What follows belongs to an exercise in optimizing a design on an open flow for small area; a production flow would make more cautious choices. The RTL was checked by simulation tests, not by an equivalence proof against the original design. The flow treats the clock pin as an ideal source, which a real chip does not have.

cedar:
// ow_slave
module ow_slave (
    input  wire       clk,
    input  wire       rst,
    input  wire       ow_in,
    output wire       ow_oe,
    input  wire       h_valid,
    input  wire [3:0] h_op,
    input  wire [7:0] h_a,
    input  wire [7:0] h_b,
    output reg        h_ack,
    output reg        h_ok,
    output reg  [7:0] h_rdata,
    output wire       busy,
    output wire       crit,
    output wire [2:0] err,
    output wire [7:0] err_cmd,
    output wire       od,
    output wire       attached,
    output wire       dispatched,
    output wire [3:0] phase,
    output wire [2:0] bt
);
    localparam [3:0] PH_IDLE         = 4'd0,
                     PH_WAIT_RESET   = 4'd1,
                     PH_CONFIRM_RESET= 4'd2,
                     PH_PRES_DELAY   = 4'd3,
                     PH_PRES_DRIVE   = 4'd4,
                     PH_PRES_RELEASE = 4'd5,
                     PH_RX_CMD       = 4'd6,
                     PH_D_RX_CMD     = 4'd7,
                     PH_D_RX_TA1     = 4'd8,
                     PH_D_RX_TA2     = 4'd9,
                     PH_D_TX_CRC1    = 4'd10,
                     PH_D_TX_DATA    = 4'd11,
                     PH_D_TX_CRC2    = 4'd12;
    localparam [2:0] BT_WAIT_HIGH = 3'd0,
                     BT_WAIT_FALL = 3'd1,
                     BT_SAMPLE    = 3'd2,
                     BT_DRIVE     = 3'd3,
                     BT_HOLD      = 3'd4;
    localparam [2:0] E_NONE          = 3'd0,
                     E_VERY_LONG_RST = 3'd2,
                     E_PRESENCE_LOW  = 3'd3,
                     E_SLOT_TIMEOUT  = 3'd4,
                     E_FIRST_BIT_TO  = 3'd5,
                     E_BAD_CMD       = 3'd6;
    localparam [3:0] OP_NOP        = 4'd0,
                     OP_POLL       = 4'd1,
                     OP_CLEAR_ERR  = 4'd2,
                     OP_ATTACH     = 4'd3,
                     OP_DETACH     = 4'd4,
                     OP_SET_OD     = 4'd5,
                     OP_MEM_WRITE  = 4'd6,
                     OP_MEM_READ   = 4'd7,
                     OP_SET_USED   = 4'd8,
                     OP_SET_REDIR  = 4'd9,
                     OP_GET_REDIR  = 4'd10,
                     OP_CLR_STATUS = 4'd11,
                     OP_STATUS_RD  = 4'd12,
                     OP_TRANSLATE  = 4'd13;
  ...
For scale: ~2300 cells after synthesis, ~58 I/O pins, about 41000 sq um of cells after synthesis.
clock: 12.0 ns
lec_check: 0
cap_margin: 20
core_margin: 2
core_utilization: 70
cts_buf_list: sky130_fd_sc_hd__clkbuf_16
cts_cluster_diameter: 100
cts_cluster_size: 30
place_density: 0.85
slew_margin: 20
synth_hierarchical: 1
standard.sh (not shown) runs the stock make flow with config.mk's settings and CLKGATE_MAP_FILE= SYNTH_SCRIPT=/design/flow/synth_recipe.tcl, a recipe that flattens the netlist after the stock synthesis.
==> flow/flow/run.sh <==
#!/bin/bash
# The standard layout (standard.sh), with two changes: the port buffers
# are made of the smallest buffer cell instead of the default choice, and
# clock tree synthesis (same buffer and clustering settings as config.mk)
# adds no dummy loads. ORFS's output goes to standard.log in this folder.
set -euo pipefail
bash standard.sh \
  "BUFFER_PORTS_ARGS=-buffer_cell sky130_fd_sc_hd__buf_1" \
  "CTS_ARGS=-sink_clustering_enable -repair_clock_nets -sink_clustering_size 30 -sink_clustering_max_diameter 100 -buf_list sky130_fd_sc_hd__clkbuf_16 -dont_use_dummy_load" \
  finish > standard.log 2>&1
cedar went all the way through the flow, and no timing, DRC or antenna check failed.
### cedar -> garnet
- PLACE_DENSITY: 0.85 -> 0.8
- CORE_UTILIZATION: 70 -> 65
==> flow/flow/run.sh <==
#!/bin/bash
# The standard layout (standard.sh), with the port buffers made of the
# smallest buffer cell instead of the default choice. ORFS's output goes to
# standard.log in this folder.
set -euo pipefail
bash standard.sh "BUFFER_PORTS_ARGS=-buffer_cell sky130_fd_sc_hd__buf_1" finish > standard.log 2>&1
Findings:
Going from cedar to garnet, final clock period utilization by the worst path grows by 0.67 points.
Relative to cedar, path depth of the worst reg2reg path increased by 1 in garnet.
garnet vs cedar — diode insertion count for antenna repair dropped 3.
Between cedar and garnet, sequential share of layout area decreased.
Higher final critical-path required period goes to garnet over cedar.
The setup slack of garnet is smaller than that of cedar.
diff inputs: garnet => xenon
==> flow/run.sh (new file) <==
#!/bin/bash
# synth_recipe.tcl (not shown) runs the flow's synth.tcl, then flattens the netlist and writes it again
# the make line also repeats each setting of config.mk as NAME=value (left out here)
make -C /OpenROAD-flow-scripts/flow DESIGN_CONFIG=/design/flow/config.mk WORK_HOME=/design/flow/orfs CLKGATE_MAP_FILE= SYNTH_SCRIPT=/design/flow/synth_recipe.tcl finish
removed: flow/flow/run.sh
removed: flow/standard.sh
Going from garnet to xenon, met3 wire length lower; first-pass GRT wire length lower; combined area of the multi-input logic cells shows no meaningful change. Diff garnet -> xenon: sequential cell count of the final layout barely changed; global-route usage -0.32 points; area of all placed cells without fillers moved up. Worst setup slack ended up 0.75 ns lower on xenon than on garnet. The run showing the greater wire length is garnet.

## static timing again, ports no longer ideal
Ports are ideal in the flow. The routed layouts listed here were re-timed in OpenROAD. Step 1, drivers: a clkbuf_16 drives clk and a buf_2 each remaining input, both assumed. Step 2 times the ports against the registers' clock, not the clock port: input delays grow and output delays shrink by t, the midpoint of the rising clock arrivals with the driver on. Three values: ideal ports, drivers, drivers and shift; two values: the first two.
run	shift t [ns]	setup WS [ns]	slew at the worst register clock pin (ns)
cedar	0.658	1.996 / 1.963 / 1.963	0.12 / 0.12
garnet	0.673	1.915 / 1.891 / 1.891	0.11 / 0.11
xenon	0.682	1.170 / 1.144 / 1.144	0.12 / 0.12
After both steps setup and hold are still met in every run listed. For cedar, which loses most, drivers alone change the setup slack by -0.033 ns; drivers and shift together by -0.033 ns.
